This is an optimization exercise on Yosys and OpenROAD, whose aim is small area, not a production implementation. In this exercise RTL edits were held to simulation tests only and were not proved equivalent to the original. Power figures rest on the tool's default switching activity, not on a simulated workload.

Design wd1797_core, start of the top module:
module wd1797_core (
    input  wire        clk,
    input  wire        rst,           
    input  wire [6:0]  init_track,    
    input  wire        tick,          
    input  wire        rd,
    input  wire        wr,
    input  wire [2:0]  addr,
    input  wire [7:0]  wdata,
    output reg  [7:0]  rdata,
    input  wire        ready_in,      
    output wire [6:0]  med_cyl,
    output wire        med_side,
    output wire [12:0] med_pos,
    input  wire [7:0]  med_byte,
    output wire        intrq,
    output wire        drq,
    output wire        busy,
    output wire        hld,
    output wire        hlt,
    output wire        index_pulse,
    output wire        tg43,
    output wire        dirc,
    output wire        track00
);
    localparam integer TRACK_LEN     = 7500;
    localparam integer SETTLE_T      = 1125;      
    localparam integer E_DELAY_T     = 563;       
    localparam integer HLT_DELAY_T   = 2250;      
    localparam integer HLD_IDLE_T    = 112500;    
    localparam integer DAM_WINDOW    = 43;
    localparam integer WRITE_GAP     = 22;
    localparam integer WRITE_MARK    = 16;
    localparam [4:0] P_IDLE      = 5'd0,
                     P_T1_STEP   = 5'd1,
                     P_T1_SETTLE = 5'd2,
                     P_T1_WAITHLT= 5'd3,
                     P_T1_VERIFY = 5'd4,
                     P_SEC_ID    = 5'd5,
                     P_RS_DAM    = 5'd6,
                     P_RA_SEARCH = 5'd7,
                     P_RS_DATA   = 5'd8,
                     P_RA_XFER   = 5'd9,
                     P_RT_XFER   = 5'd10,
                     P_RS_CRC    = 5'd11,
                     P_X_EDELAY  = 5'd12,
                     P_X_WAITHLT = 5'd13,
                     P_WS_GAP    = 5'd16,
                     P_WS_MARK   = 5'd17,
                     P_WS_DATA   = 5'd18,
                     P_WS_CRC    = 5'd19,
                     P_WT_XFER   = 5'd20;
    function [15:0] crc_step;
        input [15:0] c;
        input [7:0]  d;
        reg [7:0] x;
        begin
            x = c[15:8] ^ d;
            x = x ^ (x >> 4);
            crc_step = {c[7:0], 8'h00} ^ ({8'h00, x} << 12) ^ ({8'h00, x} << 5) ^ {8'h00, x};
        end
    endfunction
  ...
clock: 10.0 ns
lec_check: 0
cap_margin: 20
core_margin: 2
core_utilization: 40
slew_margin: 20
standard.sh (not shown) runs the stock make flow with config.mk's settings and CLKGATE_MAP_FILE= SYNTH_SCRIPT=/design/flow/synth_recipe.tcl, a recipe that flattens the netlist after the stock synthesis.
==> flow/flow/run.sh <==
#!/bin/bash
# Standard ORFS flow with these changes:
#  1. the combinational logic of the standard synthesis is re-synthesized
#     (ABC &deepsyn, three random seeds in parallel, the smallest result is
#     kept) and re-mapped for area by flow/resyn.tcl; the registers stay the
#     very same cell instances (names and cell types) as the standard
#     synthesis made them;
#  2. ports are buffered with the smallest buffer (buf_1);
#  3. global placement is not timing-driven (it only added buffers);
#  4. CTS does not add dummy loads and uses clkbuf_8 clock buffers.
set -euo pipefail
R=orfs/results/${FLOW_PLATFORM}/wd1797_core/base
bash standard.sh synth > 1_standard_synth.log 2>&1
cp $R/1_2_yosys.v standard_synth.v
for s in 1 2 3; do
  sed "s/SEED/$s/" flow/area.abc > area_seed$s.abc
  RESYN_IN=$PWD/standard_synth.v RESYN_OUT=$PWD/resyn_seed$s.v \
  RESYN_SCRIPT=$PWD/area_seed$s.abc RESYN_STUBS=$PWD/flow/seq_stubs.v \
    yosys -c flow/resyn.tcl > 2_resyn_yosys_seed$s.log 2>&1 &
done
wait
best=""; best_area=""
for s in 1 2 3; do
  if [[ -s resyn_seed$s.v ]]; then
    a=$(grep "Chip area" 2_resyn_yosys_seed$s.log | tail -1 | awk '{print $NF}')
    if [[ -z "$best" ]] || awk "BEGIN{exit !($a < $best_area)}"; then best=$s; best_area=$a; fi
  fi
done
[[ -n "$best" ]]
echo "kept seed $best, area $best_area" > 2_resyn_choice.log
cp resyn_seed$best.v $R/1_2_yosys.v
rm -f $R/1_synth.odb $R/1_synth.sdc
bash standard.sh \
  GPL_TIMING_DRIVEN=0 \
  BUFFER_PORTS_ARGS="-buffer_cell sky130_fd_sc_hd__buf_1" \
  CTS_ARGS="-sink_clustering_enable -repair_clock_nets -dont_use_dummy_load -buf_list sky130_fd_sc_hd__clkbuf_8" \
  finish > 3_standard_finish.log 2>&1
==> flow/flow/area.abc <==
strash
&get -n
&deepsyn -T 600 -S SEED
&dch -f
&nf -R 1000
&put
mfs2 -a
strash
&get -n
&st
&dch -f
&nf -R 1000
&put
==> flow/flow/resyn.tcl <==
# Re-map the combinational logic of the standard synthesis netlist for area.
# Flip-flops stay the very same cell instances (same names, same cell types).
yosys -import
set lib $::env(FLOW_HOME)/platforms/sky130hd/lib/sky130_fd_sc_hd__tt_025C_1v80.lib
set in  $::env(RESYN_IN)
set out $::env(RESYN_OUT)
set script $::env(RESYN_SCRIPT)
set seq {sky130_fd_sc_hd__dfxtp_1 sky130_fd_sc_hd__dfxtp_2 sky130_fd_sc_hd__dfxtp_4 sky130_fd_sc_hd__edfxtp_1}
# every sequential cell of the netlist must be one of the stubbed ones
foreach c [split [exec grep -o {sky130_fd_sc_hd__[a-z0-9_]*} $in | sort -u] "\n"] {
  if {[regexp {__(df[a-z]*p|edf[a-z]*|dl[xr][a-z]*|dlclkp|sdf[a-z]*|sedf[a-z]*)_} $c] && [lsearch $seq $c] < 0} { error "unexpected sequential cell $c" }
}
read_liberty -ignore_miss_func $lib
foreach c $seq { delete $c }
read_verilog -lib $::env(RESYN_STUBS)
read_verilog $in
hierarchy -top $::env(FLOW_TOP)
flatten -noscopeinfo
# the cell models' internal wire names must not name nets of the design
yosys rename -hide w:*.*
opt_clean -purge
abc -script $script -liberty $lib -dont_use *lpflow* -dont_use *probe*
opt_clean -purge
# swap the cell models for plain liberty blackboxes before checking/writing
delete sky130_fd_sc_hd__*
read_liberty -lib $lib
hilomap -singleton -hicell sky130_fd_sc_hd__conb_1 HI -locell sky130_fd_sc_hd__conb_1 LO
insbuf -buf sky130_fd_sc_hd__buf_4 A X
splitnets
opt_clean -purge
stat -liberty $lib
check -assert
write_verilog -noattr -nohex -nodec $out
Other scripts of this flow, unchanged in this note and not shown: flow/flow/seq_stubs.v
Edit:
==> flow/flow/run.sh (replaced) <==
#!/bin/bash
# Standard ORFS flow with three changes:
#  1. the combinational logic of the standard synthesis is re-mapped for area
#     by ABC (flow/resyn.tcl); registers stay the very same cell instances;
#  2. ports are buffered with the smallest buffer (buf_1);
#  3. CTS does not add dummy loads to the clock tree.
set -euo pipefail
R=orfs/results/${FLOW_PLATFORM}/wd1797_core/base
bash standard.sh synth > 1_standard_synth.log 2>&1
cp $R/1_2_yosys.v standard_synth.v
RESYN_IN=$PWD/standard_synth.v RESYN_OUT=$PWD/$R/1_2_yosys.v \
RESYN_SCRIPT=$PWD/flow/area.abc RESYN_STUBS=$PWD/flow/seq_stubs.v \
  yosys -c flow/resyn.tcl > 2_resyn_yosys.log 2>&1
rm -f $R/1_synth.odb $R/1_synth.sdc
bash standard.sh GPL_TIMING_DRIVEN=0 \
  BUFFER_PORTS_ARGS="-buffer_cell sky130_fd_sc_hd__buf_1" \
  CTS_ARGS="-sink_clustering_enable -repair_clock_nets -dont_use_dummy_load -buf_list sky130_fd_sc_hd__clkbuf_8 -sink_clustering_size 20 -sink_clustering_max_diameter 80" \
  finish > 3_standard_finish.log 2>&1
==> flow/flow/area.abc (replaced) <==
strash
&get -n
&st
&dch -f
&nf -R 1000
&put
mfs2 -a
strash
&get -n
&st
&dch -f
&nf -R 1000
&put
Effect:
- utilization is about the same
- via count goes up by 33%
- flip-flop and latch count is unchanged
- hold slack got worse by 0.010 ns
- cell area goes up by about 20%
Edit:
==> flow/flow/run.sh (replaced) <==
#!/bin/bash
# Standard ORFS flow with these changes:
#  1. the combinational logic of the standard synthesis is re-synthesized
#     (ABC &deepsyn, eight random seeds, four at a time, the smallest result is
#     kept) and re-mapped for area by flow/resyn.tcl; the registers stay the
#     very same cell instances (names and cell types) as the standard
#     synthesis made them;
#  2. ports are buffered with the smallest buffer (buf_1);
#  3. global placement is not timing-driven (it only added buffers);
#  4. CTS does not add dummy loads and uses clkbuf_8 clock buffers.
set -euo pipefail
R=orfs/results/${FLOW_PLATFORM}/wd1797_core/base
bash standard.sh synth > 1_standard_synth.log 2>&1
cp $R/1_2_yosys.v standard_synth.v
for batch in "1 2 3 4" "5 6 7 8"; do
  for s in $batch; do
    sed "s/SEED/$s/" flow/area.abc > area_seed$s.abc
    RESYN_IN=$PWD/standard_synth.v RESYN_OUT=$PWD/resyn_seed$s.v \
    RESYN_SCRIPT=$PWD/area_seed$s.abc RESYN_STUBS=$PWD/flow/seq_stubs.v \
      yosys -c flow/resyn.tcl > 2_resyn_yosys_seed$s.log 2>&1 &
  done
  wait
done
best=""; best_area=""
for s in 1 2 3 4 5 6 7 8; do
  if [[ -s resyn_seed$s.v ]]; then
    a=$(grep "Chip area" 2_resyn_yosys_seed$s.log | tail -1 | awk '{print $NF}')
    if [[ -z "$best" ]] || awk "BEGIN{exit !($a < $best_area)}"; then best=$s; best_area=$a; fi
  fi
done
[[ -n "$best" ]]
echo "kept seed $best, area $best_area" > 2_resyn_choice.log
cp resyn_seed$best.v $R/1_2_yosys.v
rm -f $R/1_synth.odb $R/1_synth.sdc
bash standard.sh \
  GPL_TIMING_DRIVEN=0 \
  BUFFER_PORTS_ARGS="-buffer_cell sky130_fd_sc_hd__buf_1" \
  CTS_ARGS="-sink_clustering_enable -repair_clock_nets -dont_use_dummy_load -buf_list sky130_fd_sc_hd__clkbuf_8" \
  finish > 3_standard_finish.log 2>&1
--- a/flow/flow/area.abc
+++ b/flow/flow/area.abc
@@ -2,3 +2,3 @@
 &get -n
-&st
+&deepsyn -T 300 -S SEED
 &dch -f
Result: Clock-buffer cell count stays the same. Power fell by 9.3%. Core utilization rose by 0.35 points. Routed wire length fell by 24%. Synthesized cell count fell by 24%. Combinational power fell by 42%.
Edit:
==> flow/flow/run.sh (replaced) <==
#!/bin/bash
# Standard ORFS flow with three changes:
#  1. the combinational logic of the standard synthesis is re-mapped for area
#     by ABC (flow/resyn.tcl); registers stay the very same cell instances;
#  2. ports are buffered with the smallest buffer (buf_1);
#  3. CTS does not add dummy loads to the clock tree.
set -euo pipefail
R=orfs/results/${FLOW_PLATFORM}/wd1797_core/base
bash standard.sh synth > 1_standard_synth.log 2>&1
cp $R/1_2_yosys.v standard_synth.v
RESYN_IN=$PWD/standard_synth.v RESYN_OUT=$PWD/$R/1_2_yosys.v \
RESYN_SCRIPT=$PWD/flow/area.abc RESYN_STUBS=$PWD/flow/seq_stubs.v \
  yosys -c flow/resyn.tcl > 2_resyn_yosys.log 2>&1
rm -f $R/1_synth.odb $R/1_synth.sdc
bash standard.sh GPL_TIMING_DRIVEN=0 \
  BUFFER_PORTS_ARGS="-buffer_cell sky130_fd_sc_hd__buf_1" \
  CTS_ARGS="-sink_clustering_enable -repair_clock_nets -dont_use_dummy_load -buf_list sky130_fd_sc_hd__clkbuf_16 -sink_clustering_size 30 -sink_clustering_max_diameter 100" \
  finish > 3_standard_finish.log 2>&1
==> flow/flow/area.abc (replaced) <==
strash
&get -n
&st
&dch -f
&nf -R 1000
&put
mfs2 -a
strash
&get -n
&st
&dch -f
&nf -R 1000
&put
=>
- design area is higher by 21%
- die area is higher by 19%
- sequential share of layout area is lower by 5.9 points

========
wd1797_core, a different RTL version from the one above (not shown whole).
Size in the first run: about 70 I/O pins, ~0.0093 mm2 of cells after synthesis.
==> flow/design.v (excerpt) <==
module wd1797_core (
    input  wire        clk,
    input  wire        rst,           
    input  wire [6:0]  init_track,    
    input  wire        tick,          
    input  wire        rd,
    input  wire        wr,
    input  wire [2:0]  addr,
    input  wire [7:0]  wdata,
    output reg  [7:0]  rdata,
    input  wire        ready_in,      
    output wire [6:0]  med_cyl,
    output wire        med_side,
    output wire [12:0] med_pos,
    input  wire [7:0]  med_byte,
    output wire        intrq,
    output wire        drq,
    output wire        busy,
    output wire        hld,
    output wire        hlt,
    output wire        index_pulse,
    output wire        tg43,
    output wire        dirc,
    output wire        track00
);
export LEC_CHECK = 0
export CAP_MARGIN = 20
export CORE_MARGIN = 2
export CORE_UTILIZATION = 40
export SLEW_MARGIN = 20
create_clock -name core_clock -period 10.0 [get_ports {clk}]
==> flow/flow/run.sh <==
#!/bin/bash
# Standard ORFS flow with three changes:
#  1. the combinational logic of the standard synthesis is re-mapped for area
#     by ABC (flow/resyn.tcl); registers stay the very same cell instances;
#  2. ports are buffered with the smallest buffer (buf_1);
#  3. CTS does not add dummy loads to the clock tree.
set -euo pipefail
R=orfs/results/${FLOW_PLATFORM}/wd1797_core/base
bash standard.sh synth > 1_standard_synth.log 2>&1
cp $R/1_2_yosys.v standard_synth.v
RESYN_IN=$PWD/standard_synth.v RESYN_OUT=$PWD/$R/1_2_yosys.v \
RESYN_SCRIPT=$PWD/flow/area.abc RESYN_STUBS=$PWD/flow/seq_stubs.v \
  yosys -c flow/resyn.tcl > 2_resyn_yosys.log 2>&1
rm -f $R/1_synth.odb $R/1_synth.sdc
bash standard.sh \
  BUFFER_PORTS_ARGS="-buffer_cell sky130_fd_sc_hd__buf_1" \
  CTS_ARGS="-sink_clustering_enable -repair_clock_nets -dont_use_dummy_load" \
  finish > 3_standard_finish.log 2>&1
==> flow/flow/area.abc <==
strash
&get -n
&st
&dch -f
&nf -R 1000
&put
mfs2 -a
strash
&get -n
&st
&dch -f
&nf -R 1000
&put
==> flow/flow/seq_stubs.v <==
(* blackbox *) module sky130_fd_sc_hd__dfxtp_1 (input CLK, input D, output Q); endmodule
(* blackbox *) module sky130_fd_sc_hd__dfxtp_2 (input CLK, input D, output Q); endmodule
(* blackbox *) module sky130_fd_sc_hd__dfxtp_4 (input CLK, input D, output Q); endmodule
(* blackbox *) module sky130_fd_sc_hd__edfxtp_1 (input CLK, input D, input DE, output Q); endmodule
Scripts as last shown in full above: flow/flow/resyn.tcl
The first run went through all stages and came out clean.
Edit:
--- a/flow/flow/resyn.tcl
+++ b/flow/flow/resyn.tcl
@@ -9,5 +9,5 @@
 # every sequential cell of the netlist must be one of the stubbed ones
 foreach c [split [exec grep -o {sky130_fd_sc_hd__[a-z0-9_]*} $in | sort -u] "\n"] {
-  if {[regexp {__(df[a-z]*p|edf[a-z]*|dl[xr][a-z]*|dlclkp|sdf[a-z]*|sedf[a-z]*)_} $c] && [lsearch $seq $c] < 0} { error "unexpected sequential cell $c" }
+  if {[regexp {__(df|edf|dl|sdf|sedf)} $c] && [lsearch $seq $c] < 0} { error "unexpected sequential cell $c" }
 }
 read_liberty -ignore_miss_func $lib
Effect: Core utilization is unchanged. First-iteration DRC count stays the same. Clock skew does not change. Cell area does not change. Hold slack is unchanged. Worst setup slack is unchanged. Synthesized area is unchanged. Final cell count does not change. Synthesized cell count stays the same. Wire length does not change.

## separate check: timing with driven ports
In the flow no input, the clock included, has a driving cell. The finished layouts below were timed again as built, in two steps.
Step 1, drivers: a clkbuf_16 drives clk and a buf_2 each remaining input, both assumed.
Step 2 moves the port delays by t, midway between the first and last clock arrival at a register: inputs arrive t later, outputs are due t later. That takes back most of the time a late clock gives input paths.
Slacks: no drivers / after step 1 / after step 2; pairs: no drivers / after step 1.
run | t (ns) | setup WS [ns] | clock arrival spread, ns | slew at the worst register clock pin (ns) | worst slew at a driven data input, ns
the first run of note 1 | 0.494 | 3.247 / 3.269 / 2.775 | 0.045 / 0.045 | 0.10 / 0.10 | 0.03
the second run of note 1 | 0.502 | 4.142 / 4.097 / 3.774 | 0.036 / 0.036 | 0.10 / 0.10 | 0.05
the third run of note 1 | 0.499 | 3.465 / 3.481 / 2.982 | 0.040 / 0.040 | 0.09 / 0.09 | 0.05
the fourth run of note 1 | 0.474 | 4.175 / 4.158 / 3.723 | 0.023 / 0.023 | 0.07 / 0.07 | 0.05
the first run of note 2 | 0.467 | 4.513 / 4.492 / 4.310 | 0.022 / 0.022 | 0.06 / 0.06 | 0.05
the second run of note 2 | 0.467 | 4.513 / 4.492 / 4.310 | 0.022 / 0.022 | 0.06 / 0.06 | 0.05
After both steps setup and hold are still met in every run listed. For the third run of note 1, which loses most, drivers alone change the setup slack by +0.016 ns; drivers and shift together by -0.483 ns.
